This is an optimization exercise on Yosys and OpenROAD, whose aim is small area, a short achievable clock period and few clock cycles per item, not a production implementation.
Where RTL was checked, it was by simulation tests only, not by an equivalence proof against the original.
Function not checked in runs 4 to 6: the RTL went through the layout flow alone.
Power is estimated from default activity; no workload was simulated.

**design/flow/flow/run.sh**
```bash
#!/bin/bash
set -euo pipefail
export BUFFER_PORTS_ARGS="-buffer_cell sky130_fd_sc_hd__buf_1"
export SETUP_SLACK_MARGIN=8.5
export SKIP_GATE_CLONING=1
bash standard.sh > standard.log 2>&1
```
**design/flow/standard.sh**
```bash
#!/bin/bash
# synth_recipe.tcl (not shown) runs the flow's synth.tcl, then flattens the netlist and writes it again
# the make line also repeats each setting of config.mk as NAME=value (left out here)
make -C /OpenROAD-flow-scripts/flow DESIGN_CONFIG=/design/flow/config.mk WORK_HOME=/design/flow/orfs CLKGATE_MAP_FILE= SYNTH_SCRIPT=/design/flow/synth_recipe.tcl "${@:-finish}"
```
**design/flow/config.mk**
```make
export PLATFORM = sky130hd
export DESIGN_NAME = chi_md5
export DESIGN_NICKNAME = chi_md5
export VERILOG_FILES = /design/flow/design.v
export SDC_FILE = /design/flow/constraint.sdc
export NUM_CORES = 4
export LEC_CHECK = 0
export ABC_AREA = 1
export CAP_MARGIN = 20
export CORE_MARGIN = 2
export CORE_UTILIZATION = 40
export SLEW_MARGIN = 20
export TNS_END_PERCENT = 5
```
**design/flow/constraint.sdc**
```tcl
create_clock -name core_clock -period 13.0 [get_ports {clk}]
set_input_delay 2.6000 -clock core_clock [delete_from_list [all_inputs] [get_ports {clk}]]
set_output_delay 2.6000 -clock core_clock [all_outputs]
set_load 0.01 [all_outputs]
```
**design/flow/design.v**
```verilog
module chi_md5 (
    input  wire         clk,
    input  wire         rst,           
    input  wire         in_valid,
    output wire         in_ready,
    input  wire         in_first,
    input  wire [511:0] in_block,      
    output reg          out_valid,
    output wire [127:0] out_digest     
);
    localparam [31:0] IV_A = 32'h67452301;
    localparam [31:0] IV_B = 32'hefcdab89;
    localparam [31:0] IV_C = 32'h98badcfe;
    localparam [31:0] IV_D = 32'h10325476;
    localparam [2047:0] K_TAB = {
        32'heb86d391, 32'h2ad7d2bb, 32'hbd3af235, 32'hf7537e82,
        32'h4e0811a1, 32'ha3014314, 32'hfe2ce6e0, 32'h6fa87e4f,
        32'h85845dd1, 32'hffeff47d, 32'h8f0ccc92, 32'h655b59c3,
        32'hfc93a039, 32'hab9423a7, 32'h432aff97, 32'hf4292244,
        32'hc4ac5665, 32'h1fa27cf8, 32'he6db99e5, 32'hd9d4d039,
        32'h04881d05, 32'hd4ef3085, 32'heaa127fa, 32'h289b7ec6,
        32'hbebfbc70, 32'hf6bb4b60, 32'h4bdecfa9, 32'ha4beea44,
        32'hfde5380c, 32'h6d9d6122, 32'h8771f681, 32'hfffa3942,
        32'h8d2a4c8a, 32'h676f02d9, 32'hfcefa3f8, 32'ha9e3e905,
        32'h455a14ed, 32'hf4d50d87, 32'hc33707d6, 32'h21e1cde6,
        32'he7d3fbc8, 32'hd8a1e681, 32'h02441453, 32'hd62f105d,
        32'he9b6c7aa, 32'h265e5a51, 32'hc040b340, 32'hf61e2562,
        32'h49b40821, 32'ha679438e, 32'hfd987193, 32'h6b901122,
        32'h895cd7be, 32'hffff5bb1, 32'h8b44f7af, 32'h698098d8,
        32'hfd469501, 32'ha8304613, 32'h4787c62a, 32'hf57c0faf,
        32'hc1bdceee, 32'h242070db, 32'he8c7b756, 32'hd76aa478
    };
    localparam [31:0] RI_TAB = 32'h56e801bf;
    localparam [255:0] G_TAB = 256'h92b4d6f81a3c5e702fc9630da741eb85c72d83e94fa50b61fedcba9876543210;
    reg  [31:0] b, c, d;           
    reg  [31:0] fu, fv;            
    reg  [31:0] q0, q1, q2, q3;    
    reg  [31:0] t;                 
    reg  [31:0] mw;                
    reg  [5:0]  cnt;               
    reg  [1:0]  ri;                
    reg  [1:0]  rv;                
    reg         run;               
    reg         fin;               
    reg         pend;              
    reg         fst;               
    reg         fcur;              
    reg         ivc;               
    assign out_digest = {q1, q2, q3, q0};
    assign in_ready   = run && (cnt == 6'd62);   
    wire start = pend && !run;                   
    wire [5:0] cnt_nx = run ? ((cnt == 6'd0) ? 6'd0 : cnt + 6'd1) : (start ? 6'd1 : cnt);
    reg  [3:0] gn;                                 
    wire [3:0] g = run ? ((cnt == 6'd0) ? 4'd0 : gn) : {3'b000, start};
    wire [5:0] cnt_nx1 = cnt_nx + 6'd1;
    wire [31:0] kval  = K_TAB[{cnt, 5'b00000} +: 32];
    wire [31:0] mw_nx = in_block[{g, 5'b00000} +: 32];
    wire [31:0] asrc  = run ? d : (fst ? IV_A : (fin ? q1 : q0));
    wire [31:0] t_nx  = asrc + kval + mw;
    wire [31:0] f   = (b & fu) | (~b & fv);
    wire [31:0] sum = f + t;
    reg  [31:0] r1, r2;
    always @(*) begin
        case (ri)
            2'd0:    r1 = {sum[27:0], sum[31:28]};
            2'd1:    r1 = {sum[26:0], sum[31:27]};
            2'd2:    r1 = {sum[25:0], sum[31:26]};
            default: r1 = {sum[24:0], sum[31:25]};
        endcase
        case (rv)
            2'd0:    r2 = r1;
            2'd1:    r2 = {r1[26:0], r1[31:27]};
            2'd2:    r2 = {r1[21:0], r1[31:22]};
            default: r2 = {r1[15:0], r1[31:16]};
        endcase
    end
    wire [31:0] x = b + r2;
    wire        tail = fin || (run && (cnt == 6'd62 || cnt == 6'd63 || cnt == 6'd0));
    reg  [31:0] ivw;
    always @(*) begin
        casez ({fin, cnt[1:0]})
            3'b010:  ivw = IV_A;    
            3'b011:  ivw = IV_D;    
            3'b0??:  ivw = IV_C;    
            default: ivw = IV_B;    
        endcase
    end
    wire [31:0] hop  = fcur ? ivw : q0;
    wire [31:0] hsum = hop + b;
    wire        ld_iv = start && fst;
    wire [31:0] b_nx  = run ? x : (ld_iv ? IV_B : (fin ? hsum : q3));
    wire [31:0] c_nx  = run ? b : (ld_iv ? IV_C : (fin ? q3 : c));
    wire [31:0] d_nx  = run ? c : (ld_iv ? IV_D : (fin ? q2 : d));
    reg  [31:0] fu_nx, fv_nx;
    always @(*) begin
        case (cnt[5:4])
            2'd0:    begin fu_nx = c_nx;            fv_nx = d_nx;            end   
            2'd1:    begin fu_nx = c_nx | d_nx;     fv_nx = c_nx & ~d_nx;    end   
            2'd2:    begin fu_nx = ~(c_nx ^ d_nx);  fv_nx = c_nx ^ d_nx;     end   
            default: begin fu_nx = ~c_nx;           fv_nx = ~(c_nx ^ d_nx);  end   
        endcase
    end
    always @(posedge clk) begin
        ri   <= RI_TAB[{cnt[5:4], cnt[1:0], 1'b0} +: 2];
        rv   <= cnt[1:0];
        t    <= t_nx;
        cnt  <= rst ? 6'd0 : cnt_nx;
        mw   <= mw_nx;
        gn   <= G_TAB[{cnt_nx1, 2'b00} +: 4];
        c    <= c_nx;
        d    <= d_nx;
        fu   <= fu_nx;
        fv   <= fv_nx;
        if (tail) begin
            q0 <= q1;  q1 <= q2;  q2 <= q3;  q3 <= hsum;
        end
        b    <= b_nx;
        if (rst) begin
            run       <= 1'b0;
            fin       <= 1'b0;
            pend      <= 1'b0;
            out_valid <= 1'b0;
            ivc       <= 1'b1;
        end else begin
            out_valid <= fin;
            fin       <= run && (cnt == 6'd0);
            if (run) begin
                if (cnt == 6'd0) run <= 1'b0;
            end else if (start) begin
                run  <= 1'b1;
                pend <= 1'b0;
                fcur <= fst;
            end
            if (in_valid && !pend && (run ? (cnt == 6'd0) : !start)) begin
                pend <= 1'b1;
                fst  <= in_first || ivc;
                ivc  <= 1'b0;
            end
        end
    end
endmodule
```
==> notes.md, run 1 <==
TIMING
------------------------------------------------------------------------------------
Max-slew headroom at the worst pin                                             21.0%
Final Skew                                                                 0.0346 ns
Final setup slack of the worst path                                          8.09 ns
Final Critical Period                                                        4.91 ns
Endpoints failing setup                                                            0
Max-slew violations                                                                0
Final hold viol count                                                              0
Setup repair after global routing missed its margin                              yes
Transition at the pin with the smallest max-transition slack                 1.18 ns
Highest achievable clock rate                                              0.204 GHz
Fraction of the cycle the final worst path needs                               37.8%
Final setup TNS                                                                 0 ns

ROUTING
------------------------------------------------------------------------------------
Wire per inst                                                                28.5 um
Sum of met2 wire segment lengths after detailed routing                     77600 um
DRT antenna net count                                                              0
Post-Route WL                                                              183000 um
Total DRC errors in the routed layout                                              0
Met1 wire length                                                            71700 um
DRC violation total after the first TritonRoute iteration                       4660
Via count                                                                      38300
Vias per cell                                                                   5.95
Uppermost routed layer                                                          met5
Metal3 WL                                                                   20600 um
Number of iterations in the first detailed-routing pass                            8

SYNTHESIS
------------------------------------------------------------------------------------
EDFF count, synth                                                                130
Async S/R FF share, synth                                                         0%
Net Count, Synth                                                                5491
Register bit count reported by yosys                                             373
Synth area leader                                                       sky130_fd_sc_hd__dfxtp_1
Synthesized area                                                           32200 um2
Total number of yosys warnings                                                     1
Average instance area after synthesis                                       6.82 um2
Cells after Synth                                                               4725
Sequential fraction of the synthesis area                                      27.2%
Dominant synthesized flop cell                                          sky130_fd_sc_hd__dfxtp_1
Top cell type's share of synthesized area                                      15.1%
Count of unique library cells instantiated by Yosys                               74
Synth top area cells                                                    sky130_fd_sc_hd__dfxtp_1 (15%), sky130_fd_sc_hd__edfxtp_1 (12%), sky130_fd_sc_hd__nand2_1 (11%)

CLOCK NETWORK
------------------------------------------------------------------------------------
Number of buffers created by CTS                                                  44
Clock sink count                                                                 373
TritonCTS clock tree                                                            done
Maximum level of the CTS H-tree                                                    2
Clock latency at the later pin of the worst-skew pair                        0.61 ns
Clk slew on worst S/H paths                                                  0.06 ns
Worst-case clock buffer depth                                                      3
Root buffer selected by CTS                                             sky130_fd_sc_hd__clkbuf_16

POWER AND IR DROP
------------------------------------------------------------------------------------
Power density cells                                                       327 nW/um2
Leakage power total                                                          17.0 nW
Worst IR drop on VDD                                                          269 uV

GRT
------------------------------------------------------------------------------------
Number of global-route vias before repair                                      35100
Antenna violations before repair                                                  19
Wire length of the first global-routing pass                               254000 um
Largest net degree at the start of global routing                                188
Gr ovfl total                                                                      0
Global-route usage over all layers                                             42.5%

CRITICAL PATH
------------------------------------------------------------------------------------
Nature of the critical path startpoint                                     flip-flop
Max FO, Critical Path                                                              4
Depth of the most critical reg-to-reg path                                        28
Kind of end point of the critical path                                     flip-flop
Cell family with the largest share of critical-path delay               compound AO/OA/AOI/OAI gates
Worst R2R Start                                                                b[16]
CP max stage cell                                                       sky130_fd_sc_hd__xor2_1
Data arrival at the endpoint of the critical path                            5.43 ns
Crit path buffers/inverters                                                        5
WS Path Type                                                              reg -> reg
Startpoint of the worst setup timing path                                      b[16]
Slowest stage delay, CP                                                      0.42 ns
Required time of the worst setup path                                       13.52 ns
Depth of the critical timing path with buffers and inverters included             28

CELLS AND AREA
------------------------------------------------------------------------------------
Layout filler cell count                                                        8296
Sequential Area                                                             8890 um2
Synth-to-layout area growth                                                    24.8%
Share of cells above drive strength 1                                          14.0%
Most frequent cells in the layout                                       sky130_fd_sc_hd__nand2_1 (901), sky130_fd_sc_hd__buf_1 (645), sky130_fd_sc_hd__inv_1 (619)
Layout net count                                                                6092
Most common library cell in the layout ignoring fill and taps           sky130_fd_sc_hd__nand2_1
Area of the multi-input gates                                              22000 um2

WORST HOLD PATH
------------------------------------------------------------------------------------
Min-Delay Startpoint                                                           q1[1]
Class of the tightest hold or removal check                               reg -> reg
Hold Crit Depth                                                                    0

FLOW RUN
------------------------------------------------------------------------------------
Number of max-capacitance violations reported                                      0

PLACE
------------------------------------------------------------------------------------
Gpl congestion                                                                  1.03
Count of port buffers added during placement                                     645
Post-Place Setup Slack                                                       7.22 ns
Hpwl dp                                                                    142000 um

FLOORPLANNING
------------------------------------------------------------------------------------
Die Y-Extent                                                                  288 um
Initial core utilization                                                       40.2%
I/O Pins                                                                         646
Die boundary width                                                            288 um
Placement row count                                                              104
Area inside the core boundary                                              80200 um2
Area of the die                                                            82800 um2

OUTCOME
------------------------------------------------------------------------------------
Run status                                                  timing/DRC/antenna clean

==> cell usage after synthesis (5+ instances only) <==
cell type,n
sky130_fd_sc_hd__nand2_1,967
sky130_fd_sc_hd__inv_1,641
sky130_fd_sc_hd__nor2_1,414
sky130_fd_sc_hd__o21ai_0,328
sky130_fd_sc_hd__a21oi_1,272
sky130_fd_sc_hd__dfxtp_1,243
sky130_fd_sc_hd__ha_1,215
sky130_fd_sc_hd__clkbuf_1,178
sky130_fd_sc_hd__nand3_1,159
sky130_fd_sc_hd__nor3_1,159
sky130_fd_sc_hd__o211ai_1,145
sky130_fd_sc_hd__edfxtp_1,130
sky130_fd_sc_hd__o311ai_1,129
sky130_fd_sc_hd__o22ai_1,83
sky130_fd_sc_hd__xor2_1,63
sky130_fd_sc_hd__o21ai_1,59
sky130_fd_sc_hd__buf_2,46
sky130_fd_sc_hd__inv_2,41
sky130_fd_sc_hd__a221oi_1,37
sky130_fd_sc_hd__fa_1,35
sky130_fd_sc_hd__xnor2_1,34
sky130_fd_sc_hd__a22oi_1,31
sky130_fd_sc_hd__buf_1,29
sky130_fd_sc_hd__o2111ai_1,28
sky130_fd_sc_hd__nand4_1,27
sky130_fd_sc_hd__a31oi_1,21
sky130_fd_sc_hd__or2_2,21
sky130_fd_sc_hd__mux2_2,15
sky130_fd_sc_hd__nand2_2,13
sky130_fd_sc_hd__o21a_1,13
sky130_fd_sc_hd__o21bai_1,13
sky130_fd_sc_hd__o221ai_1,11
sky130_fd_sc_hd__clkinv_1,9
sky130_fd_sc_hd__a211oi_1,7
sky130_fd_sc_hd__and2_1,7
sky130_fd_sc_hd__o21ai_2,7
sky130_fd_sc_hd__a21o_1,6
sky130_fd_sc_hd__a21oi_2,6
sky130_fd_sc_hd__o31ai_1,6
sky130_fd_sc_hd__a32oi_1,5
sky130_fd_sc_hd__nand3b_1,5
sky130_fd_sc_hd__nor2_2,5
sky130_fd_sc_hd__o32ai_1,5
==> cell families after synthesis <==
kind of cell / count (synthesis) / synth area share [%]
and+or+nand+nor: 1800 / 23.2
AOI/OAI and AO/OA: 1238 / 24.5
buffers and inverters: 950 / 11.4
DFF: 373 / 27.2
adders and majority gates: 250 / 10.5
xor gates and xnor gates: 98 / 2.69
muxes: 16 / 0.556
==> power by group <==
part	internal, mW	switching, mW	leakage (nW)
clock	0.737	0.577	0.738
combinational	3.72	6.02	13.0
sequential	1.69	0.400	3.25
total	6.14	7.00	17.0
==> per-stage QoR <==
stage / hold WS [ns] / total power, mW / std cells / area, um2 / util [%]
floorplan: 0.441 / 6.67 / 4725 / 32200 / -
global placement: 0.462 / 9.01 / 6225 / 35400 / 44.2
detailed placement: 0.461 / 9.00 / 6225 / 35400 / 44.2
CTS: 0.474 / 11.7 / 6360 / 38900 / 48.5
global route: 0.493 / 13.9 / 6426 / 40200 / 50.1
finish: 0.478 / 13.1 / 6431 / 40200 / 50.1
==> worst reg2reg max path, delay by kind of cell, from the launching register on <==
kind            cells  cell delay, ns
mux                 1            0.38
buf+inv             5            0.47
simple gates       10            1.17
flops               1            0.41
xor+xnor            1            0.42
fa+ha+maj           2            0.62
compound gates      9            1.35
==> final cells by class <==
| cell class | instances | share of cell area (%) |
|---|---|---|
| repair buffers | 814 | 9.57 |
| multi-input cells | 3402 | 54.7 |
| clock inverters | 21 | 0.498 |
| well taps | 1060 | 3.30 |
| clock buffers | 60 | 3.17 |
| inverters | 691 | 6.61 |
| diodes | 10 | 0.0623 |
| flip-flops and latches | 373 | 22.1 |
==> state kept, by name (all words and copies together) (netlist names), 2 cells and up <==
| register | flops |
|---|---|
| ri | 2 |
| t | 32 |
| gn | 4 |
| fu | 32 |
| q0 | 32 |
| d | 32 |
| q3 | 32 |
| c | 32 |
| q2 | 32 |
| rv | 2 |
| mw | 32 |
| fv | 32 |
| q1 | 32 |
| b | 32 |
| cnt | 6 |
==> final timing paths <==
| path | end | slack [ns] |
|---|---|---|
| setup / recovery | b[12] | 8.09 |
| hold / removal | q0[1] | 0.48 |
| setup reg to reg | b[12] | 8.09 |
| hold reg to reg | q0[1] | 0.48 |
==> per-layer routing <==
metal / vias to the layer above / global-route usage (%)
li1: 17300 / -
met2: 2298 / 63.0
met1: 18200 / 54.8
met5: - / 0
met4: 6 / 26.0
met3: 395 / 11.4
==> what timing repair did <==
action,4_1_cts,5_1_grt
setup endpoints to repair,109,90
hold buffers,0,0
resized for setup,367,191
pin swaps,79,107
buffers inserted,54,60
Testbench counts, summed over its fixed seeds: cycles 219,066, blocks 3,370.
==> run 2, diff against run 1 <==
==> design/flow/flow/run.sh (replaced) <==
#!/bin/bash
set -euo pipefail
export BUFFER_PORTS_ARGS="-buffer_cell sky130_fd_sc_hd__buf_1"
export SETUP_SLACK_MARGIN=8.5
bash standard.sh > standard.log 2>&1
==> run 2 against run 1 <==
  * Die area unchanged
  * Largest cell class unchanged
  * Still clean
  * Clock power is essentially flat
  * Via count down 0.85%
  * Global-route usage shrank 0.20 points
  * Setup slack better by 0.16 ns
  * Non-clock buffer count fell by 22
  * Worst hold slack improved by 0.0014 ns
  * Critical path depth fell by 10
==> notes.md, run 2 <==
OUTCOME
----------------------------------------------------------------------------
Run status                                          timing/DRC/antenna clean   unchanged

TIMING
----------------------------------------------------------------------------
Max-slew headroom at the worst pin                                     22.0%   was 21.0%
Setup repair after global routing missed its margin                      yes   unchanged
Final Skew                                                         0.0312 ns   was 0.0346 ns
Max-slew violations                                                        0   unchanged
Fraction of the cycle the final worst path needs                       36.6%   was 37.8%
Transition at the pin with the smallest max-transition slack         1.16 ns   was 1.18 ns
Highest achievable clock rate                                      0.210 GHz   was 0.204 GHz
Final Critical Period                                                4.75 ns   was 4.91 ns
Final setup slack of the worst path                                  8.25 ns   was 8.09 ns
Final setup TNS                                                         0 ns   unchanged
Final hold viol count                                                      0   unchanged
Endpoints failing setup                                                    0   unchanged

SYNTHESIS
----------------------------------------------------------------------------
Async S/R FF share, synth                                                 0%   unchanged
Top cell type's share of synthesized area                              15.1%   unchanged
Average instance area after synthesis                               6.82 um2   unchanged
Total number of yosys warnings                                             1   unchanged
Top-count cell post-synth                                       sky130_fd_sc_hd__nand2_1   unchanged
Register bit count reported by yosys                                     373   unchanged
Synth area leader                                               sky130_fd_sc_hd__dfxtp_1   unchanged
Dominant synthesized flop cell                                  sky130_fd_sc_hd__dfxtp_1   unchanged
Cells after Synth                                                       4725   unchanged
Leading post-synthesis cells by instance count                  sky130_fd_sc_hd__nand2_1 (967), sky130_fd_sc_hd__inv_1 (641), sky130_fd_sc_hd__nor2_1 (414), sky130_fd_sc_hd__o21ai_0 (328), sky130_fd_sc_hd__a21oi_1 (272)   unchanged
EDFF count, synth                                                        130   unchanged
Net Count, Synth                                                        5491   unchanged
Count of unique library cells instantiated by Yosys                       74   unchanged
Sequential fraction of the synthesis area                              27.2%   unchanged
Synthesized area                                                   32200 um2   unchanged
Synth top area cells                                            sky130_fd_sc_hd__dfxtp_1 (15%), sky130_fd_sc_hd__edfxtp_1 (12%), sky130_fd_sc_hd__nand2_1 (11%)   unchanged

GRT
----------------------------------------------------------------------------
Number of global-route vias before repair                              35000   was 35100
Largest net degree at the start of global routing                        188   unchanged
Global-route usage over all layers                                     42.3%   was 42.5%
Gr ovfl total                                                              0   unchanged
Wire length of the first global-routing pass                       253000 um   was 254000 um
Antenna violations before repair                                          21   was 19

CELLS AND AREA
----------------------------------------------------------------------------
Final core utilization                                                 49.7%   was 50.1%
Layout filler cell count                                                8326   was 8296
Post-layout instance area                                          39800 um2   was 40200 um2
Most common library cell in the layout ignoring fill and taps   sky130_fd_sc_hd__nand2_1   unchanged
Layout net count                                                        6071   was 6092
Share of cells above drive strength 1                                  13.4%   was 14.0%
Synth-to-layout area growth                                            23.7%   was 24.8%
Most frequent cells in the layout                               sky130_fd_sc_hd__nand2_1 (908), sky130_fd_sc_hd__buf_1 (645), sky130_fd_sc_hd__inv_1 (618)   was sky130_fd_sc_hd__nand2_1 (901), sky130_fd_sc_hd__buf_1 (645), sky130_fd_sc_hd__inv_1 (619)
Area of the multi-input gates                                      21800 um2   was 22000 um2
Sequential Area                                                     8890 um2   about the same

FLOORPLANNING
----------------------------------------------------------------------------
Die Y-Extent                                                          288 um   unchanged
Die boundary width                                                    288 um   unchanged
Area of the die                                                    82800 um2   unchanged
Area inside the core boundary                                      80200 um2   unchanged
Initial core utilization                                               40.2%   unchanged
I/O Pins                                                                 646   unchanged
Placement row count                                                      104   unchanged

ROUTING
----------------------------------------------------------------------------
Post-Route WL                                                      182000 um   was 183000 um
Wire per inst                                                        28.4 um   was 28.5 um
Via count                                                              37900   was 38300
Vias per cell                                                           5.92   was 5.95
DRC violation total after the first TritonRoute iteration               4855   was 4660
Number of iterations in the first detailed-routing pass                    6   was 8
DRT antenna net count                                                      0   unchanged
Total DRC errors in the routed layout                                      0   unchanged

POWER AND IR DROP
----------------------------------------------------------------------------
Worst IR drop on VDD                                                  271 uV   was 269 uV
Switching component of the power                                     6.84 mW   was 7.00 mW
Leakage power total                                                  16.8 nW   was 17.0 nW
Share of power burned in combinational logic                           73.4%   was 74.1%
Net switching fraction of the power                                    53.3%   about the same
P_int                                                                5.99 mW   was 6.14 mW
Seq pwr share                                                          16.4%   was 15.9%
Clock power frac                                                       10.2%   was 10.0%
Power density cells                                               322 nW/um2   was 327 nW/um2

CRITICAL PATH
----------------------------------------------------------------------------
Required time of the worst setup path                               13.47 ns   was 13.52 ns
Cell family with the largest share of critical-path delay       compound AO/OA/AOI/OAI gates   unchanged
Slowest stage delay, CP                                              0.51 ns   was 0.42 ns
Kind of end point of the critical path                             flip-flop   unchanged
Nature of the critical path startpoint                             flip-flop   unchanged
WS Path Type                                                      reg -> reg   unchanged
Data arrival at the endpoint of the critical path                    5.23 ns   was 5.43 ns
CP max stage cell                                               sky130_fd_sc_hd__o2111ai_1   was sky130_fd_sc_hd__xor2_1
Max FO, Critical Path                                                     18   was 4
Crit path buffers/inverters                                                4   was 5
Critical-path cell list                                         buf_12, clkinvlp_4, ha_4, nand2_1, clkinvlp_4, nor2_1, o21ai_0, o2111ai_1, fa_1, inv_1, ha_1, a21oi_1, o221ai_1, a21oi_1, o21ai_1, a31oi_1, o21ai_0, xor2_1

CLOCK NETWORK
----------------------------------------------------------------------------
Clk slew on worst S/H paths                                          0.06 ns   about the same
Clock sink count                                                         373   unchanged
Clock latency at the later pin of the worst-skew pair                0.61 ns   about the same
Number of buffers created by CTS                                          44   unchanged
Root buffer selected by CTS                                     sky130_fd_sc_hd__clkbuf_16   unchanged
Maximum level of the CTS H-tree                                            2   unchanged
Worst-case clock buffer depth                                              3   unchanged
TritonCTS clock tree                                                    done   unchanged

PLACE
----------------------------------------------------------------------------
Post-Place Setup Slack                                               7.22 ns   unchanged
Count of port buffers added during placement                             645   unchanged
Placement-stage cell area                                          35400 um2   unchanged
Hpwl dp                                                            142000 um   unchanged
Gpl congestion                                                          1.03   unchanged

FLOW RUN
----------------------------------------------------------------------------
Number of max-capacitance violations reported                              0   unchanged

WORST HOLD PATH
----------------------------------------------------------------------------
Class of the tightest hold or removal check                       reg -> reg   unchanged

==> run 2: cell types whose count changed in the layout (fill, tap and decap cells not counted), moves of 3 or more <==
| cell | change |
|---|---|
| sky130_fd_sc_hd__buf_4 | -20 |
| sky130_fd_sc_hd__nand2_1 | +7 |
| sky130_fd_sc_hd__nand2_4 | -6 |
| sky130_fd_sc_hd__a21oi_4 | -4 |
| sky130_fd_sc_hd__nor2_1 | -4 |
| sky130_fd_sc_hd__nor2_2 | +4 |
| sky130_fd_sc_hd__o21ai_0 | +4 |
| sky130_fd_sc_hd__o21ai_1 | -4 |
| sky130_fd_sc_hd__inv_2 | +3 |
==> run 2: path summary, 6_finish.rpt <==
check	from	endpoint	slack, ns	cells past startpoint
setup / recovery	cnt[0]	t[22]	8.25	18
hold / removal	q1[1]	q0[1]	0.48	0
setup reg to reg	cnt[0]	t[22]	8.25	18
hold reg to reg	q1[1]	q0[1]	0.48	0
==> run 2: routing by layer <==
layer,part of all wire [%],vias to the layer above,GRT usage (%),wire [um]
met4,6.9,8,24.9,12500
met2,43,2265,63.3,77800
li1,-,17200,-,-
met1,40,18000,54.9,72100
met3,11,399,10.6,19500
met5,0.031,-,0,56
==> run 2: area by class of cell <==
class	instances	area share, %
Clock buffer	60	3.20
Tap cell	1060	3.33
Clock inverter	21	0.502
Inverter	691	6.62
Sequential cell	373	22.3
Timing Repair Buffer	792	9.21
Multi-Input combinational cell	3403	54.7
Antenna cell	10	0.0628
==> run 2: cells by family after synthesis <==
| logic type | share of synthesized area [%] |
|---|---|
| DFF | 27.2 |
| and+or+nand+nor | 23.2 |
| muxes | 0.556 |
| buffers and inverters | 11.4 |
| adders and majority gates | 10.5 |
| xor gates and xnor gates | 2.69 |
| AOI/OAI and AO/OA | 24.5 |
==> run 2: stage by stage <==
stage                     hold slack (ns)  instances  power [mW]
after CTS                           0.474       6365        11.6
after global placement              0.462       6225        9.01
after floorplan                     0.441       4725        6.67
after detailed placement            0.461       6225        9.00
after global routing                0.493       6405        13.6
final                               0.480       6410        12.8
==> run 2: power groups by stage <==
stage,logic [mW],registers (mW),clock network (mW)
floorplan,4.81,1.85,0
global placement,6.97,2.03,0
detailed placement,6.96,2.04,0
CTS,8.24,2.07,1.32
global route,10.1,2.11,1.37
finish,9.41,2.10,1.31
==> run 2: repair_timing <==
action | 4_1_cts | 5_1_grt
setup endpoints to repair | 109 | 88
pin swaps | 72 | 101
hold endpoints to repair | 0 | 0
resized for setup | 374 | 146
cloned | 1 | 0
hold buffers | 0 | 0
buffers inserted | 58 | 34
==> run 3, diff against run 2 <==
--- a/design/flow/config.mk
+++ b/design/flow/config.mk
@@ -11,3 +11,3 @@
 export CORE_UTILIZATION = 40
 export SLEW_MARGIN = 20
-export TNS_END_PERCENT = 5
+export TNS_END_PERCENT = 0
==> run 3 against run 2 <==
  * Still clean on timing, DRC and antenna
  * Final cell count grew 0.14%
  * Clock power barely moved
  * Non-clock buffer count is 8 higher
  * First-iteration DRC count decreased by 0.43%
  * Critical path depth is 13 higher
  * Core utilization grew 0.14 points
  * Die area did not move
  * Synthesized cell count did not move
  * Design area rose by 0.29%
  * Worst hold slack worse by 0.00058 ns
  * Synthesized area unchanged
  * Critical path type unchanged
==> notes.md, run 3 <==
GRT
----------------------------------------------------------------------------
Met3 demand-to-capacity share in global routing                        11.5%   was 10.6%
Wire length of the first global-routing pass                       252000 um   was 253000 um
Met1 capacity usage during global routing                              54.0%   was 54.9%
Gr ovfl total                                                              0   unchanged
Antenna violations before repair                                          21   unchanged
Number of global-route vias before repair                              35100   was 35000
Largest net degree at the start of global routing                        188   unchanged
Layer with the highest usage after global routing                       met2   unchanged
Global-route usage over all layers                                     42.1%   was 42.3%
Met2 routing resource usage after global routing                       62.4%   was 63.3%

SYNTHESIS
----------------------------------------------------------------------------
Net Count, Synth                                                        5491   unchanged
Synth area leader                                               sky130_fd_sc_hd__dfxtp_1   unchanged
Cells after Synth                                                       4725   unchanged
Top cell type's share of synthesized area                              15.1%   unchanged
Synth top area cells                                            sky130_fd_sc_hd__dfxtp_1 (15%), sky130_fd_sc_hd__edfxtp_1 (12%), sky130_fd_sc_hd__nand2_1 (11%)   unchanged
Total number of yosys warnings                                             1   unchanged
EDFF count, synth                                                        130   unchanged
Top-count cell post-synth                                       sky130_fd_sc_hd__nand2_1   unchanged
Average instance area after synthesis                               6.82 um2   unchanged
Dominant synthesized flop cell                                  sky130_fd_sc_hd__dfxtp_1   unchanged
Leading post-synthesis cells by instance count                  sky130_fd_sc_hd__nand2_1 (967), sky130_fd_sc_hd__inv_1 (641), sky130_fd_sc_hd__nor2_1 (414), sky130_fd_sc_hd__o21ai_0 (328), sky130_fd_sc_hd__a21oi_1 (272)   unchanged
Synthesized area                                                   32200 um2   unchanged
Async S/R FF share, synth                                                 0%   unchanged
Register bit count reported by yosys                                     373   unchanged
Sequential fraction of the synthesis area                              27.2%   unchanged
Count of unique library cells instantiated by Yosys                       74   unchanged

CRITICAL PATH
----------------------------------------------------------------------------
Crit-path most repeated cell                                    sky130_fd_sc_hd__nand2_1
WS Path Type                                                      reg -> reg   unchanged
Required time of the worst setup path                               13.52 ns   was 13.47 ns
Kind of end point of the critical path                             flip-flop   unchanged
Max FO, Critical Path                                                      6   was 18
Slowest stage delay, CP                                              0.46 ns   was 0.51 ns
Worst R2R Start                                                        b[14]   was cnt[0]
Depth of the most critical reg-to-reg path                                31   was 18
Nature of the critical path startpoint                             flip-flop   unchanged
CP max stage cell                                               sky130_fd_sc_hd__dfxtp_4   was sky130_fd_sc_hd__o2111ai_1
Endpoint of the most critical register-to-register path                b[12]   was t[22]
Data arrival at the endpoint of the critical path                    5.40 ns   was 5.23 ns
Register-to-Register Setup Slack                                     8.12 ns   was 8.25 ns

TIMING
----------------------------------------------------------------------------
Final setup TNS                                                         0 ns   unchanged
Max-slew violations                                                        0   unchanged
Fraction of the cycle the final worst path needs                       37.5%   was 36.6%
Endpoints failing setup                                                    0   unchanged
Final hold viol count                                                      0   unchanged
Final setup slack of the worst path                                  8.12 ns   was 8.25 ns
Setup repair after global routing missed its margin                      yes   unchanged
Max-slew headroom at the worst pin                                     17.2%   was 22.0%
Final Critical Period                                                4.88 ns   was 4.75 ns
Final Skew                                                         0.0286 ns   was 0.0312 ns
Highest achievable clock rate                                      0.205 GHz   was 0.210 GHz
Transition at the pin with the smallest max-transition slack         1.24 ns   was 1.16 ns

PLACE
----------------------------------------------------------------------------
Post-Place Setup Slack                                               7.22 ns   unchanged
Gpl congestion                                                          1.03   unchanged
Placement-stage cell area                                          35400 um2   unchanged
Hpwl dp                                                            142000 um   unchanged
Number of placed cells counting well taps                               6225   unchanged
Count of port buffers added during placement                             645   unchanged

POWER AND IR DROP
----------------------------------------------------------------------------
Total Power                                                          12.9 mW   was 12.8 mW
Leakage power total                                                  16.9 nW   was 16.8 nW
Power density cells                                               323 nW/um2   was 322 nW/um2
Worst IR drop on VDD                                                  298 uV   was 271 uV

CLOCK NETWORK
----------------------------------------------------------------------------
Clock latency at the later pin of the worst-skew pair                0.61 ns   about the same
Root buffer selected by CTS                                     sky130_fd_sc_hd__clkbuf_16   unchanged
Worst-case clock buffer depth                                              3   unchanged
Maximum level of the CTS H-tree                                            2   unchanged
Count of hold-fix buffers inserted at cts                                  0   unchanged
Clk slew on worst S/H paths                                          0.06 ns   about the same
Clock sink count                                                         373   unchanged
Number of buffers created by CTS                                          44   unchanged
TritonCTS clock tree                                                    done   unchanged

CELLS AND AREA
----------------------------------------------------------------------------
Most frequent cells in the layout                               sky130_fd_sc_hd__nand2_1 (906), sky130_fd_sc_hd__buf_1 (645), sky130_fd_sc_hd__inv_1 (621)   was sky130_fd_sc_hd__nand2_1 (908), sky130_fd_sc_hd__buf_1 (645), sky130_fd_sc_hd__inv_1 (618)
Synth-to-layout area growth                                            24.1%   was 23.7%
Post-route non-filler standard cell count                               6419   was 6410
Most common library cell in the layout ignoring fill and taps   sky130_fd_sc_hd__nand2_1   unchanged
Post-layout instance area                                          40000 um2   was 39800 um2
Area of the multi-input gates                                      21900 um2   was 21800 um2
Layout net count                                                        6080   was 6071
Layout filler cell count                                                8308   was 8326
Share of cells above drive strength 1                                  13.5%   was 13.4%
Sequential Area                                                     8900 um2   was 8890 um2

WORST HOLD PATH
----------------------------------------------------------------------------
Class of the tightest hold or removal check                       reg -> reg   unchanged
End of the worst hold path                                            q0[24]   was q0[1]
Hold Crit Depth                                                            0   unchanged
Min-Delay Startpoint                                                  q1[24]   was q1[1]

ROUTING
----------------------------------------------------------------------------
Vias per cell                                                           5.93   was 5.92
Wire per inst                                                        28.4 um   about the same
DRC violation total after the first TritonRoute iteration               4834   was 4855
Post-Route WL                                                      182000 um   about the same
Number of iterations in the first detailed-routing pass                    6   unchanged
Via count                                                              38000   was 37900
DRT antenna net count                                                      0   unchanged
Total DRC errors in the routed layout                                      0   unchanged

FLOW RUN
----------------------------------------------------------------------------
Number of max-capacitance violations reported                              0   unchanged

FLOORPLANNING
----------------------------------------------------------------------------
Area inside the core boundary                                      80200 um2   unchanged
Die Y-Extent                                                          288 um   unchanged
Die boundary width                                                    288 um   unchanged
Initial core utilization                                               40.2%   unchanged
Area of the die                                                    82800 um2   unchanged
I/O Pins                                                                 646   unchanged
Placement row count                                                      104   unchanged

OUTCOME
----------------------------------------------------------------------------
Run status                                          timing/DRC/antenna clean   unchanged

## run 3: cell counts after synthesis
No cell type changed its count.
## run 3: layout make-up
| class | count | area share, % |
|---|---|---|
| multi-input combinational | 3404 | 54.7 |
| tap | 1060 | 3.32 |
| timing repair buffer | 800 | 9.34 |
| sequential | 373 | 22.3 |
| antenna | 10 | 0.0626 |
| clock inverter | 21 | 0.501 |
| inverter | 691 | 6.60 |
| clock buffer | 60 | 3.19 |
## run 3: through the flow
stage / utilization [%] / hold slack [ns]
2_1_floorplan: - / 0.441
3_3_place_gp: 44.2 / 0.462
3_5_place_dp: 44.2 / 0.461
4_1_cts: 48.3 / 0.474
5_1_grt: 49.8 / 0.493
6_report: 49.8 / 0.479
## run 3: what timing repair did
| action | 4_1_cts | 5_1_grt |
|---|---|---|
| cloned | 1 | 1 |
| pin swaps | 62 | 99 |
| buffers inserted | 51 | 49 |
| resized for setup | 343 | 189 |
| setup endpoints to repair | 109 | 90 |
| endpoints found under the hold margin | 0 | 0 |
## run 3: worst max path at each step
stage | start | to | cells past startpoint
after CTS | b[0] | b[19] | 32
after global placement | cnt[2] | t[29] | 21
after global routing | b[20] | b[12] | 29
final | b[14] | b[12] | 31
after detailed placement | cnt[1] | t[29] | 22
after floorplan | cnt[0] | t[29] | 23
## run 3: critical path, delay by kind of cell (launching register included)
| family | cells | cell delay, ns |
|---|---|---|
| AND/OR/NAND/NOR | 15 | 1.48 |
| AO/OA/AOI/OAI | 9 | 1.38 |
| adder cells (fa/ha/maj) | 2 | 0.58 |
| buffers and inverters | 4 | 0.51 |
| flip-flops | 1 | 0.46 |
| XOR/XNOR | 1 | 0.35 |
## run 3: cells by family after synthesis
kind of cell	synth area share, %
compound gates	24.5
xor+xnor	2.69
fa+ha+maj	10.5
buf+inv	11.4
flops	27.2
mux	0.556
simple gates	23.2
## run 3: layer usage
layer	up-vias	part of all wire, %	wire length (um)
met4	4	7.6	13800
met3	436	11	19900
met5	-	0.014	25
met1	18100	39	71400
li1	17300	-	-
met2	2260	42	77000
## run 3: power breakdown
group / internal [mW] / switching (mW)
sequential: 1.69 / 0.406
combinational: 3.59 / 5.90
clock: 0.737 / 0.577
total: 6.02 / 6.88
==> run 4, diff against run 3 <==
--- a/design/flow/design.v
+++ b/design/flow/design.v
@@ -51,9 +51,16 @@
     wire start = pend && !run;                   
     wire [5:0] cnt_nx = run ? ((cnt == 6'd0) ? 6'd0 : cnt + 6'd1) : (start ? 6'd1 : cnt);
-    reg  [3:0] gn;                                 
-    wire [3:0] g = run ? ((cnt == 6'd0) ? 4'd0 : gn) : {3'b000, start};
+    reg  [15:0] gh;                                
+    wire        gx = run && (cnt != 6'd0);
+    wire [15:0] gsel = ({16{gx}} & gh) | {14'd0, !run && start, !gx && !(!run && start)};
+    reg  [31:0] mw_nx;
+    integer j;
+    always @(*) begin
+        mw_nx = 32'd0;
+        for (j = 0; j < 16; j = j + 1)
+            mw_nx = mw_nx | (in_block[32*j +: 32] & {32{gsel[j]}});
+    end
     wire [5:0] cnt_nx1 = cnt_nx + 6'd1;
     wire [31:0] kval  = K_TAB[{cnt, 5'b00000} +: 32];
-    wire [31:0] mw_nx = in_block[{g, 5'b00000} +: 32];
     wire [31:0] asrc  = run ? d : (fst ? IV_A : (fin ? q1 : q0));
     wire [31:0] t_nx  = asrc + kval + mw;
@@ -107,5 +114,5 @@
         cnt  <= rst ? 6'd0 : cnt_nx;
         mw   <= mw_nx;
-        gn   <= G_TAB[{cnt_nx1, 2'b00} +: 4];
+        gh   <= 16'd1 << G_TAB[{cnt_nx1, 2'b00} +: 4];
         c    <= c_nx;
         d    <= d_nx;
==> design/flow/flow/run.sh (replaced) <==
#!/bin/bash
set -euo pipefail
export BUFFER_PORTS_ARGS="-buffer_cell sky130_fd_sc_hd__buf_1"
export SETUP_SLACK_MARGIN=9
bash standard.sh > standard.log 2>&1
--- a/design/flow/config.mk
+++ b/design/flow/config.mk
@@ -11,3 +11,3 @@
 export CORE_UTILIZATION = 40
 export SLEW_MARGIN = 20
-export TNS_END_PERCENT = 0
+export TNS_END_PERCENT = 5
==> run 4 against run 3 <==
  * Flip-flop and latch count up 12
  * Routed wire length is 5.4% higher
  * Synthesized area down 5.6%
  * Power is 8.7% lower
  * Setup slack worse by 0.17 ns
  * Still clean
  * Critical path depth increased by 3
  * Highest routed layer unchanged
  * Register-to-register slack lost 0.17 ns
==> notes.md, run 4 <==
SYNTHESIS
-----------------------------------------------------------------------------------------------------------------
Leading post-synthesis cells by instance count                                                       sky130_fd_sc_hd__nand2_1 (1277), sky130_fd_sc_hd__inv_1 (533), sky130_fd_sc_hd__nor2_1 (307), sky130_fd_sc_hd__a21oi_1 (304), sky130_fd_sc_hd__o21ai_0 (302)   was sky130_fd_sc_hd__nand2_1 (967), sky130_fd_sc_hd__inv_1 (641), sky130_fd_sc_hd__nor2_1 (414), sky130_fd_sc_hd__o21ai_0 (328), sky130_fd_sc_hd__a21oi_1 (272)
Net Count, Synth                                                                                             5172   was 5491
Area fraction in and, or, nand and nor cells after synthesis                                                25.4%   was 23.2%
EDFF count, synth                                                                                             130   unchanged
Synthesized area                                                                                        30400 um2   was 32200 um2
Main combinational cell family by area after synthesis                                               simple AND/OR/NAND/NOR gates   was compound AO/OA/AOI/OAI gates
Async S/R FF share, synth                                                                                      0%   unchanged
Dominant synthesized flop cell                                                                       sky130_fd_sc_hd__dfxtp_1   unchanged
Mux share of post-synthesis cell area                                                                       1.21%   was 0.556%
Synth top area cells                                                                                 sky130_fd_sc_hd__dfxtp_1 (17%), sky130_fd_sc_hd__nand2_1 (16%), sky130_fd_sc_hd__edfxtp_1 (13%)   was sky130_fd_sc_hd__dfxtp_1 (15%), sky130_fd_sc_hd__edfxtp_1 (12%), sky130_fd_sc_hd__nand2_1 (11%)
Count of unique library cells instantiated by Yosys                                                            70   was 74
Average instance area after synthesis                                                                    6.90 um2   was 6.82 um2
Register bit count reported by yosys                                                                          385   was 373
Sequential fraction of the synthesis area                                                                   29.6%   was 27.2%
Top-count cell post-synth                                                                            sky130_fd_sc_hd__nand2_1   unchanged
Synth area leader                                                                                    sky130_fd_sc_hd__dfxtp_1   unchanged
Arithmetic-cell share of the synthesized area counting full adders, half adders and majority gates          11.2%   was 10.5%
Cells after Synth                                                                                            4406   was 4725
Total number of yosys warnings                                                                                  1   unchanged
Top cell type's share of synthesized area                                                                   16.8%   was 15.1%
Share of the synthesized area in compound gates (AO/OA/AOI/OAI)                                             20.3%   was 24.5%
XOR/XNOR share of the synthesized area                                                                      2.90%   was 2.69%

CRITICAL PATH
-----------------------------------------------------------------------------------------------------------------
Required time of the worst setup path                                                                    13.55 ns   was 13.52 ns
Nature of the critical path startpoint                                                                  flip-flop   unchanged
Data arrival at the endpoint of the critical path                                                         5.61 ns   was 5.40 ns
Slowest stage delay, CP                                                                                   0.36 ns   was 0.46 ns
CP max stage cell                                                                                    sky130_fd_sc_hd__dfxtp_4   unchanged
Kind of end point of the critical path                                                                  flip-flop   unchanged
WS Path Type                                                                                           reg -> reg   unchanged
Max FO, Critical Path                                                                                           4   was 6

CLOCK NETWORK
-----------------------------------------------------------------------------------------------------------------
Maximum level of the CTS H-tree                                                                                 2   unchanged
Clk slew on worst S/H paths                                                                               0.06 ns   about the same
TritonCTS clock tree                                                                                         done   unchanged
Worst-case clock buffer depth                                                                                   3   unchanged
Root buffer selected by CTS                                                                          sky130_fd_sc_hd__clkbuf_16   unchanged
Clock latency at the later pin of the worst-skew pair                                                     0.62 ns   was 0.61 ns
Clock sink count                                                                                              385   was 373
Number of buffers created by CTS                                                                               45   was 44

FLOW RUN
-----------------------------------------------------------------------------------------------------------------
Number of max-capacitance violations reported                                                                   0   unchanged

CELLS AND AREA
-----------------------------------------------------------------------------------------------------------------
Post-layout instance area                                                                               39900 um2   was 40000 um2
Share of cells above drive strength 1                                                                       17.0%   was 13.5%
Layout filler cell count                                                                                     7487   was 8308
Most common library cell in the layout ignoring fill and taps                                        sky130_fd_sc_hd__nand2_1   unchanged
Final core utilization                                                                                      52.9%   was 49.8%
Synth-to-layout area growth                                                                                 31.4%   was 24.1%
Post-route non-filler standard cell count                                                                    6178   was 6419
Layout net count                                                                                             5899   was 6080
Most frequent cells in the layout                                                                    sky130_fd_sc_hd__nand2_1 (1180), sky130_fd_sc_hd__buf_1 (644), sky130_fd_sc_hd__inv_1 (492)   was sky130_fd_sc_hd__nand2_1 (906), sky130_fd_sc_hd__buf_1 (645), sky130_fd_sc_hd__inv_1 (621)

FLOORPLANNING
-----------------------------------------------------------------------------------------------------------------
I/O Pins                                                                                                      646   unchanged
Area inside the core boundary                                                                           75600 um2   was 80200 um2
Die Y-Extent                                                                                               280 um   was 288 um
Initial core utilization                                                                                    40.2%   about the same
Die boundary width                                                                                         280 um   was 288 um
Placement row count                                                                                           101   was 104
Area of the die                                                                                         78200 um2   was 82800 um2

GRT
-----------------------------------------------------------------------------------------------------------------
Gr ovfl total                                                                                                   0   unchanged
Largest net degree at the start of global routing                                                              72   was 188
Antenna violations before repair                                                                               40   was 21
Wire length of the first global-routing pass                                                            260000 um   was 252000 um
Number of global-route vias before repair                                                                   35000   was 35100
Global-route usage over all layers                                                                          47.0%   was 42.1%

WORST HOLD PATH
-----------------------------------------------------------------------------------------------------------------
Class of the tightest hold or removal check                                                            reg -> reg   unchanged

TIMING
-----------------------------------------------------------------------------------------------------------------
Final setup slack of the worst path                                                                       7.94 ns   was 8.12 ns
Transition at the pin with the smallest max-transition slack                                              1.10 ns   was 1.24 ns
Final Critical Period                                                                                     5.06 ns   was 4.88 ns
Final hold viol count                                                                                           0   unchanged
Endpoints failing setup                                                                                         0   unchanged
Final setup TNS                                                                                              0 ns   unchanged
Max-slew headroom at the worst pin                                                                          26.2%   was 17.2%
Highest achievable clock rate                                                                           0.198 GHz   was 0.205 GHz
Max-slew violations                                                                                             0   unchanged
Setup repair after global routing missed its margin                                                           yes   unchanged
Fraction of the cycle the final worst path needs                                                            38.9%   was 37.5%
Final Hold Slack                                                                                         0.456 ns   was 0.479 ns
Final Skew                                                                                              0.0244 ns   was 0.0286 ns

POWER AND IR DROP
-----------------------------------------------------------------------------------------------------------------
Total Power                                                                                               11.8 mW   was 12.9 mW
Leakage power total                                                                                       17.1 nW   was 16.9 nW
Worst IR drop on VDD                                                                                       223 uV   was 298 uV
Power density cells                                                                                    295 nW/um2   was 323 nW/um2

OUTCOME
-----------------------------------------------------------------------------------------------------------------
Run status                                                                               timing/DRC/antenna clean   unchanged

ROUTING
-----------------------------------------------------------------------------------------------------------------
Total DRC errors in the routed layout                                                                           0   unchanged
DRT antenna net count                                                                                           0   unchanged
Number of iterations in the first detailed-routing pass                                                         6   unchanged
Post-Route WL                                                                                           192000 um   was 182000 um
Wire per inst                                                                                             31.0 um   was 28.4 um
DRC violation total after the first TritonRoute iteration                                                    4780   was 4834
Vias per cell                                                                                                6.07   was 5.93
Via count                                                                                                   37500   was 38000

PLACE
-----------------------------------------------------------------------------------------------------------------
Hpwl dp                                                                                                 148000 um   was 142000 um
Placement-stage cell area                                                                               33700 um2   was 35400 um2
Number of placed cells counting well taps                                                                    5882   was 6225
Post-Place Setup Slack                                                                                    7.06 ns   was 7.22 ns
Gpl congestion                                                                                               1.12   was 1.03
Count of port buffers added during placement                                                                  645   unchanged

## run 4: cell count changes after synthesis, sizes merged, moves of 37 or more
cell    delta
nor3     -133
o311ai   -129
nor2     -109
o21ai     -68
nand2    +301
a221oi    +40
o22ai     -38
inv      -140
buf       -37
nand4     +67
o211ai    -99
## run 4: what timing repair did
action | CTS | global route
resized for setup | 541 | 205
gates cloned | 7 | 0
hold buffers | 0 | 0
setup endpoints to repair | 271 | 168
buffers inserted | 128 | 47
pin swaps | 140 | 119
## run 4: cell type report
type	instances	area [um2]	share of cell area, %
multi-input combinational	3281	21400	53.5
inverter	550	2150	5.38
clock buffer	55	1230	3.09
timing repair inverter	1	8.76	0.0219
antenna	31	77.6	0.194
timing repair buffer	869	4410	11.0
sequential	385	9140	22.9
clock inverter	28	335	0.839
tap	978	1220	3.06
## run 4: final timing paths
path	startpoint	to	slack (ns)	cells past startpoint
max reg2reg	b[0]	b[30]	7.94	34
max	b[0]	b[30]	7.94	34
min	ivc	ivc	0.46	2
min reg2reg	ivc	ivc	0.46	2
## run 4: cell families after synthesis
| logic type | Yosys count |
|---|---|
| multiplexers | 33 |
| flip-flops | 385 |
| XOR/XNOR | 98 |
| AO/OA/AOI/OAI | 1004 |
| AND/OR/NAND/NOR | 1895 |
| buffers and inverters | 741 |
| adder cells (fa/ha/maj) | 250 |
## run 4: layer usage
metal / track usage (%) / vias to the layer above / part of all wire (%)
met5: 0 / - / 0.047
met3: 15.5 / 664 / 12
met1: 54.8 / 17800 / 36
met2: 69.4 / 2621 / 42
met4: 40.5 / 12 / 10
li1: - / 16300 / -
## run 4: critical path: cells and delay by family (launching register included)
| kind | cells | cell delay [ns] |
|---|---|---|
| DFF | 1 | 0.36 |
| and+or+nand+nor | 17 | 1.58 |
| muxes | 1 | 0.33 |
| buffers and inverters | 5 | 0.50 |
| xor gates and xnor gates | 2 | 0.43 |
| adders and majority gates | 4 | 0.95 |
| AOI/OAI and AO/OA | 5 | 0.82 |
## run 4: where the power goes
part           internal [mW]  leakage [nW]  switching [mW]
registers               1.60          3.33           0.277
logic                   3.34          13.0            5.17
clock network          0.800         0.740           0.586
==> run 5, diff against run 4 <==
--- a/design/flow/config.mk
+++ b/design/flow/config.mk
@@ -9,5 +9,5 @@
 export CAP_MARGIN = 20
 export CORE_MARGIN = 2
-export CORE_UTILIZATION = 40
+export CORE_UTILIZATION = 50
 export SLEW_MARGIN = 20
 export TNS_END_PERCENT = 5
==> run 5 against run 4 <==
  * Combinational power shrank 2.8%
  * Design area is 3.0% lower
  * Core utilization increased by 11 points
  * First-iteration DRC count increased by 32%
  * Critical path type unchanged
  * Highest routed layer unchanged
==> notes.md, run 5 <==
SYNTHESIS
-----------------------------------------------------------------------------------------------------------------
Share of the synthesized area in compound gates (AO/OA/AOI/OAI)                                             20.3%   unchanged
Sequential fraction of the synthesis area                                                                   29.6%   unchanged
Synth top area cells                                                                                 sky130_fd_sc_hd__dfxtp_1 (17%), sky130_fd_sc_hd__nand2_1 (16%), sky130_fd_sc_hd__edfxtp_1 (13%)   unchanged
Count of unique library cells instantiated by Yosys                                                            70   unchanged
XOR/XNOR share of the synthesized area                                                                      2.90%   unchanged
Synthesized area                                                                                        30400 um2   unchanged
Main combinational cell family by area after synthesis                                               simple AND/OR/NAND/NOR gates   unchanged
Mux share of post-synthesis cell area                                                                       1.21%   unchanged
Synth area leader                                                                                    sky130_fd_sc_hd__dfxtp_1   unchanged
EDFF count, synth                                                                                             130   unchanged
Leading post-synthesis cells by instance count                                                       sky130_fd_sc_hd__nand2_1 (1277), sky130_fd_sc_hd__inv_1 (533), sky130_fd_sc_hd__nor2_1 (307), sky130_fd_sc_hd__a21oi_1 (304), sky130_fd_sc_hd__o21ai_0 (302)   unchanged
Dominant synthesized flop cell                                                                       sky130_fd_sc_hd__dfxtp_1   unchanged
Area fraction in and, or, nand and nor cells after synthesis                                                25.4%   unchanged
Total number of yosys warnings                                                                                  1   unchanged
Top cell type's share of synthesized area                                                                   16.8%   unchanged
Net Count, Synth                                                                                             5172   unchanged
Arithmetic-cell share of the synthesized area counting full adders, half adders and majority gates          11.2%   unchanged
Async S/R FF share, synth                                                                                      0%   unchanged
Average instance area after synthesis                                                                    6.90 um2   unchanged
Cells after Synth                                                                                            4406   unchanged
Register bit count reported by yosys                                                                          385   unchanged
Top-count cell post-synth                                                                            sky130_fd_sc_hd__nand2_1   unchanged

ROUTING
-----------------------------------------------------------------------------------------------------------------
Wire per inst                                                                                             30.4 um   was 31.0 um
DRC violation total after the first TritonRoute iteration                                                    6306   was 4780
Via count                                                                                                   38600   was 37500
Total DRC errors in the routed layout                                                                           0   unchanged
DRT antenna net count                                                                                           0   unchanged
Vias per cell                                                                                                6.53   was 6.07
Number of iterations in the first detailed-routing pass                                                        13   was 6
Post-Route WL                                                                                           180000 um   was 192000 um

POWER AND IR DROP
-----------------------------------------------------------------------------------------------------------------
Switching component of the power                                                                          5.98 mW   was 6.04 mW
Seq pwr share                                                                                               16.3%   was 15.9%
P_int                                                                                                     5.46 mW   was 5.75 mW
Worst IR drop on VDD                                                                                       219 uV   was 223 uV
Net switching fraction of the power                                                                         52.3%   was 51.2%
Share of power burned in combinational logic                                                                72.4%   was 72.3%
Power density cells                                                                                    295 nW/um2   about the same
Clock power frac                                                                                            11.2%   was 11.8%
Leakage power total                                                                                       16.7 nW   was 17.1 nW

OUTCOME
-----------------------------------------------------------------------------------------------------------------
Run status                                                                               timing/DRC/antenna clean   unchanged

CLOCK NETWORK
-----------------------------------------------------------------------------------------------------------------
Worst-case clock buffer depth                                                                                   3   unchanged
Clock sink count                                                                                              385   unchanged
Clock latency at the later pin of the worst-skew pair                                                     0.61 ns   was 0.62 ns
Maximum level of the CTS H-tree                                                                                 2   unchanged
Root buffer selected by CTS                                                                          sky130_fd_sc_hd__clkbuf_16   unchanged
TritonCTS clock tree                                                                                         done   unchanged
Clk slew on worst S/H paths                                                                               0.07 ns   was 0.06 ns
Number of buffers created by CTS                                                                               43   was 45
Count of hold-fix buffers inserted at cts                                                                       0   unchanged

GRT
-----------------------------------------------------------------------------------------------------------------
Wire length of the first global-routing pass                                                            247000 um   was 260000 um
Number of global-route vias before repair                                                                   35800   was 35000
Antenna violations before repair                                                                               24   was 40
Gr ovfl total                                                                                                   0   unchanged
Global-route usage over all layers                                                                          54.5%   was 47.0%
Largest net degree at the start of global routing                                                             129   was 72

CRITICAL PATH
-----------------------------------------------------------------------------------------------------------------
WS Path Type                                                                                           reg -> reg   unchanged
Max FO, Critical Path                                                                                           4   unchanged
Slowest stage delay, CP                                                                                   0.43 ns   was 0.36 ns
Data arrival at the endpoint of the critical path                                                         5.46 ns   was 5.61 ns
Kind of end point of the critical path                                                                  flip-flop   unchanged
Nature of the critical path startpoint                                                                  flip-flop   unchanged
CP max stage cell                                                                                    sky130_fd_sc_hd__o211ai_1   was sky130_fd_sc_hd__dfxtp_4
Register-to-Register Setup Slack                                                                          7.99 ns   was 7.94 ns
Required time of the worst setup path                                                                    13.45 ns   was 13.55 ns

TIMING
-----------------------------------------------------------------------------------------------------------------
Final hold viol count                                                                                           0   unchanged
Final Critical Period                                                                                     5.01 ns   was 5.06 ns
Highest achievable clock rate                                                                           0.200 GHz   was 0.198 GHz
Final setup TNS                                                                                              0 ns   unchanged
Fraction of the cycle the final worst path needs                                                            38.5%   was 38.9%
Final Skew                                                                                              0.0297 ns   was 0.0244 ns
Max-slew headroom at the worst pin                                                                          20.4%   was 26.2%
Max-slew violations                                                                                             0   unchanged
Setup repair after global routing missed its margin                                                           yes   unchanged
Endpoints failing setup                                                                                         0   unchanged
Transition at the pin with the smallest max-transition slack                                              1.19 ns   was 1.10 ns
Final Hold Slack                                                                                         0.412 ns   was 0.456 ns

FLOW RUN
-----------------------------------------------------------------------------------------------------------------
Number of max-capacitance violations reported                                                                   0   unchanged

CELLS AND AREA
-----------------------------------------------------------------------------------------------------------------
Post-layout instance area                                                                               38700 um2   was 39900 um2
Synth-to-layout area growth                                                                                 27.5%   was 31.4%
Area of the multi-input gates                                                                           21000 um2   was 21400 um2
Share of cells above drive strength 1                                                                       14.9%   was 17.0%
Sequential Area                                                                                          9140 um2   about the same
Most common library cell in the layout ignoring fill and taps                                        sky130_fd_sc_hd__nand2_1   unchanged
Post-route non-filler standard cell count                                                                    5915   was 6178
Layout filler cell count                                                                                     5182   was 7487
Layout net count                                                                                             5850   was 5899
Most frequent cells in the layout                                                                    sky130_fd_sc_hd__nand2_1 (1195), sky130_fd_sc_hd__buf_1 (644), sky130_fd_sc_hd__inv_1 (507)   was sky130_fd_sc_hd__nand2_1 (1180), sky130_fd_sc_hd__buf_1 (644), sky130_fd_sc_hd__inv_1 (492)

FLOORPLANNING
-----------------------------------------------------------------------------------------------------------------
Initial core utilization                                                                                    50.4%   was 40.2%
Placement row count                                                                                            90   was 101
I/O Pins                                                                                                      646   unchanged
Die boundary width                                                                                         251 um   was 280 um
Die Y-Extent                                                                                               251 um   was 280 um
Area of the die                                                                                         62800 um2   was 78200 um2
Area inside the core boundary                                                                           60200 um2   was 75600 um2

WORST HOLD PATH
-----------------------------------------------------------------------------------------------------------------
Class of the tightest hold or removal check                                                            reg -> reg   unchanged

PLACE
-----------------------------------------------------------------------------------------------------------------
Hpwl dp                                                                                                 137000 um   was 148000 um
Number of placed cells counting well taps                                                                    5680   was 5882
Count of port buffers added during placement                                                                  645   unchanged
Gpl congestion                                                                                               1.09   was 1.12
Placement-stage cell area                                                                               33400 um2   was 33700 um2

run 5: cell counts after synthesis:
No cell type changed its count.
run 5: final cells by class:
type,count,area share [%]
Timing Repair inverter,1,0.0194
Antenna cell,14,0.0904
Inverter,550,5.46
Clock buffer,59,3.17
Multi-Input combinational cell,3280,54.3
Timing Repair Buffer,823,10.3
Clock inverter,21,0.581
Sequential cell,385,23.6
Tap cell,782,2.53
run 5: kinds of logic (layout without fill, tap and decap cells):
logic type                 count (synthesis)  count (layout)
and+or+nand+nor                         1895            1895
AOI/OAI and AO/OA                       1004            1004
buffers and inverters                    741            1454
DFF                                      385             385
adders and majority gates                250             250
xor gates and xnor gates                  98              98
muxes                                     33              33
other                                      0              14
run 5: path summary, 6_finish.rpt:
kind / startpoint / end / cells after the start
worst min-delay path: cnt[1] / rv[1] / 0
worst max-delay path: b[0] / b[29] / 28
worst min register to register: cnt[1] / rv[1] / 0
worst max register to register: b[0] / b[29] / 28
run 5: metal layers:
metal  part of all wire, %  vias up  track usage, %
met5                 0.026        -               0
li1                      -    16200               -
met4                    10        8            41.5
met3                    16     1020            24.5
met2                    39     3534            76.6
met1                    34    17900            64.7
run 5: power by group through the flow:
stage,sequential (mW),clock [mW],combinational (mW)
detailed placement,1.84,0,5.44
finish,1.87,1.28,8.28
CTS,1.85,1.27,7.00
floorplan,1.73,0,3.75
global route,1.87,1.32,8.65
global placement,1.83,0,5.39
run 5: metrics by stage:
stage,util (%),power [mW],setup WS [ns]
after floorplan,-,5.47,8.42
after global placement,55.5,7.22,7.29
after detailed placement,55.5,7.28,7.27
after CTS,62.8,10.1,8.29
after global routing,64.3,11.8,7.82
final,64.3,11.4,7.99
run 5: critical path, delay by kind of cell, from the launching register on:
family / cells / cell delay, ns
adders and majority gates: 3 / 0.79
and+or+nand+nor: 10 / 1.08
xor gates and xnor gates: 2 / 0.46
DFF: 1 / 0.36
muxes: 1 / 0.35
buffers and inverters: 5 / 0.38
AOI/OAI and AO/OA: 7 / 1.41
run 5: repair_timing:
action / 4_1_cts / 5_1_grt
endpoints found under the setup margin: 163 / 91
gates cloned: 4 / 0
resized for setup: 488 / 150
pin swaps: 109 / 112
buffers inserted: 109 / 28
==> run 6, diff against run 5 <==
==> design/flow/flow/run.sh (replaced) <==
#!/bin/bash
set -euo pipefail
export BUFFER_PORTS_ARGS="-buffer_cell sky130_fd_sc_hd__buf_1"
export SETUP_SLACK_MARGIN=8.5
bash standard.sh > standard.log 2>&1
--- a/design/flow/config.mk
+++ b/design/flow/config.mk
@@ -9,5 +9,5 @@
 export CAP_MARGIN = 20
 export CORE_MARGIN = 2
-export CORE_UTILIZATION = 50
+export CORE_UTILIZATION = 40
 export SLEW_MARGIN = 20
 export TNS_END_PERCENT = 5
==> run 6 against run 5 <==
  * Largest cell class unchanged
  * Highest routed layer unchanged
  * Critical path type unchanged
  * Design area up 3.2%
  * Non-clock buffer count grew 36
  * Register-to-register slack improved by 0.13 ns
  * Still clean on timing, DRC and antenna
==> notes.md, run 6 <==
OUTCOME
----------------------------------------------------------------------------
Run status                                          timing/DRC/antenna clean   unchanged

FLOORPLANNING
----------------------------------------------------------------------------
Placement row count                                                      101   was 90
Die boundary width                                                    280 um   was 251 um
Initial core utilization                                               40.2%   was 50.4%
Area of the die                                                    78200 um2   was 62800 um2

CRITICAL PATH
----------------------------------------------------------------------------
Register-to-Register Setup Slack                                     8.12 ns   was 7.99 ns
Data arrival at the endpoint of the critical path                    5.43 ns   was 5.46 ns
Crit-path most repeated cell                                    sky130_fd_sc_hd__nand3_4
Depth of the most critical reg-to-reg path                                28   unchanged
WS Path Type                                                      reg -> reg   unchanged
Max FO, Critical Path                                                      4   unchanged
Worst R2R Start                                                         b[0]   unchanged
CP max stage cell                                               sky130_fd_sc_hd__o2111ai_1   was sky130_fd_sc_hd__o211ai_1
Endpoint of the most critical register-to-register path                b[30]   was b[29]

PLACE
----------------------------------------------------------------------------
Count of port buffers added during placement                             645   unchanged
Hpwl dp                                                            148000 um   was 137000 um
Gpl congestion                                                          1.12   was 1.09
Number of placed cells counting well taps                               5882   was 5680
Post-Place Setup Slack                                               7.06 ns   was 7.27 ns

GRT
----------------------------------------------------------------------------
Largest net degree at the start of global routing                         72   was 129
Global-route usage over all layers                                     46.7%   was 54.5%
Wire length of the first global-routing pass                       258000 um   was 247000 um
Antenna violations before repair                                          47   was 24
Number of global-route vias before repair                              34800   was 35800
Gr ovfl total                                                              0   unchanged

TIMING
----------------------------------------------------------------------------
Max-slew violations                                                        0   unchanged
Final setup slack of the worst path                                  8.12 ns   was 7.99 ns
Transition at the pin with the smallest max-transition slack         1.15 ns   was 1.19 ns
Endpoints failing setup                                                    0   unchanged
Max-slew headroom at the worst pin                                     23.1%   was 20.4%
Final Skew                                                         0.0348 ns   was 0.0297 ns
Final Critical Period                                                4.88 ns   was 5.01 ns
Fraction of the cycle the final worst path needs                       37.5%   was 38.5%
Final setup TNS                                                         0 ns   unchanged

WORST HOLD PATH
----------------------------------------------------------------------------
End of the worst hold path                                               ivc   was rv[1]
Class of the tightest hold or removal check                       reg -> reg   unchanged
Min-Delay Startpoint                                                     ivc   was cnt[1]

POWER AND IR DROP
----------------------------------------------------------------------------
Clock power frac                                                       11.5%   was 11.2%
P_int                                                                5.90 mW   was 5.46 mW
Power density cells                                               301 nW/um2   was 295 nW/um2
Seq pwr share                                                          15.6%   was 16.3%
Leakage power total                                                  17.1 nW   was 16.7 nW
Share of power burned in combinational logic                           72.9%   was 72.4%

CELLS AND AREA
----------------------------------------------------------------------------
Layout filler cell count                                                7470   was 5182
Final core utilization                                                 52.9%   was 64.3%
Most common library cell in the layout ignoring fill and taps   sky130_fd_sc_hd__nand2_1   unchanged
Synth-to-layout area growth                                            31.5%   was 27.5%
Share of cells above drive strength 1                                  16.8%   was 14.9%
Post-route non-filler standard cell count                               6170   was 5915
Layout net count                                                        5889   was 5850

ROUTING
----------------------------------------------------------------------------
DRC violation total after the first TritonRoute iteration               4741   was 6306
Post-Route WL                                                      192000 um   was 180000 um
DRT antenna net count                                                      0   unchanged
Vias per cell                                                           6.06   was 6.53
Via count                                                              37400   was 38600

SYNTHESIS
----------------------------------------------------------------------------
Total number of yosys warnings                                             1   unchanged
EDFF count, synth                                                        130   unchanged
Leading post-synthesis cells by instance count                  sky130_fd_sc_hd__nand2_1 (1277), sky130_fd_sc_hd__inv_1 (533), sky130_fd_sc_hd__nor2_1 (307), sky130_fd_sc_hd__a21oi_1 (304), sky130_fd_sc_hd__o21ai_0 (302)   unchanged
Top cell type's share of synthesized area                              16.8%   unchanged
Synthesized area                                                   30400 um2   unchanged
Net Count, Synth                                                        5172   unchanged
Async S/R FF share, synth                                                 0%   unchanged
Top-count cell post-synth                                       sky130_fd_sc_hd__nand2_1   unchanged
Sequential fraction of the synthesis area                              29.6%   unchanged
Average instance area after synthesis                               6.90 um2   unchanged

CLOCK NETWORK
----------------------------------------------------------------------------
Count of hold-fix buffers inserted at cts                                  0   unchanged
Worst-case clock buffer depth                                              3   unchanged
Clk slew on worst S/H paths                                          0.06 ns   was 0.07 ns
Maximum level of the CTS H-tree                                            2   unchanged
TritonCTS clock tree                                                    done   unchanged

FLOW RUN
----------------------------------------------------------------------------
Number of max-capacitance violations reported                              0   unchanged

## run 6: cell counts after synthesis
Identical to the previous run, type by type.
## run 6: critical path: cells and delay by family (launching register included)
kind	cells	cell delay, ns
AOI/OAI and AO/OA	5	1.25
muxes	1	0.33
adders and majority gates	3	0.73
and+or+nand+nor	12	1.24
buffers and inverters	5	0.49
xor gates and xnor gates	2	0.38
DFF	1	0.36
## run 6: what timing repair did
action	CTS	global route
endpoints found under the setup margin	159	64
setup buffers	104	62
gates cloned	6	0
pin swaps	114	158
resized for setup	459	284
## run 6: cell families (layout without fill, tap and decap cells)
kind of cell / Yosys count / count (layout) / share of synthesized area (%)
compound gates: 1004 / 1004 / 20.3
mux: 33 / 33 / 1.21
fa+ha+maj: 250 / 250 / 11.2
other cells: 0 / 33 / 0
xor+xnor: 98 / 98 / 2.90
flops: 385 / 385 / 29.6
buf+inv: 741 / 1493 / 9.33
simple gates: 1895 / 1896 / 25.4
## run 6: worst max path at each step
stage	end	slack, ns	cells past startpoint	from
floorplan	b[22]	8.42	38	b[0]
global placement	t[31]	7.08	24	cnt[0]
detailed placement	t[31]	7.06	24	cnt[0]
CTS	b[29]	8.30	33	b[0]
global route	b[29]	7.97	26	b[21]
finish	b[30]	8.12	28	b[0]
## run 6: power by group through the flow
stage                     combinational, mW  clock (mW)  sequential [mW]
after floorplan                        3.75           0             1.73
after global placement                 5.55           0             1.85
after detailed placement               5.55           0             1.85
after CTS                              6.90        1.38             1.87
after global routing                   9.25        1.43             1.89
final                                  8.78        1.38             1.88
## run 6: metal layers
metal / routed length (um) / track usage, % / up-vias
met1: 68500 / 54.7 / 17800
met2: 79900 / 68.7 / 2609
met3: 22600 / 15.3 / 678
li1: - / - / 16300
met4: 20400 / 40.3 / 18
met5: 103 / 0.188 / -
## run 6: cell type report
type	count	area (um2)	area share [%]
Antenna cell	33	82.6	0.207
Clock buffer	55	1230	3.09
Clock inverter	28	335	0.839
Inverter	550	2140	5.35
Multi-Input combinational cell	3281	21500	53.7
Sequential cell	385	9140	22.9
Tap cell	978	1220	3.06
Timing Repair Buffer	859	4350	10.9
Timing Repair inverter	1	8.76	0.0219
## run 6: metrics by stage
stage                     power [mW]  instance area [um2]
final                           12.0                40000
after global routing            12.6                39900
after CTS                       10.2                38100
after detailed placement        7.40                33700
after global placement          7.40                33700
after floorplan                 5.47                30400

## port drivers added, routing unchanged
How much do the figures lean on ideal ports? The routed layouts below were timed once more, with nothing changed but the port constraints.
Step 1 assumes that a clkbuf_16 drives the clock port and a buf_2 every other input.
Step 2 also shifts input and output timing later by t, the mid clock arrival at the registers, as if the neighbouring blocks saw the same clock.
Three values: ideal ports, drivers, drivers and shift; two values: the first two.
| run | shift t [ns] | slack for setup (ns) |
|---|---|---|
| run 1 | 0.661 | 8.088 / 8.088 / 8.088 |
| run 2 | 0.663 | 8.247 / 8.227 / 8.247 |
| run 3 | 0.663 | 8.119 / 8.119 / 8.119 |
| run 4 | 0.672 | 7.945 / 7.945 / 7.945 |
| run 5 | 0.668 | 7.991 / 7.991 / 7.991 |
| run 6 | 0.668 | 8.121 / 8.121 / 8.121 |
After both steps setup and hold are still met in every run listed.
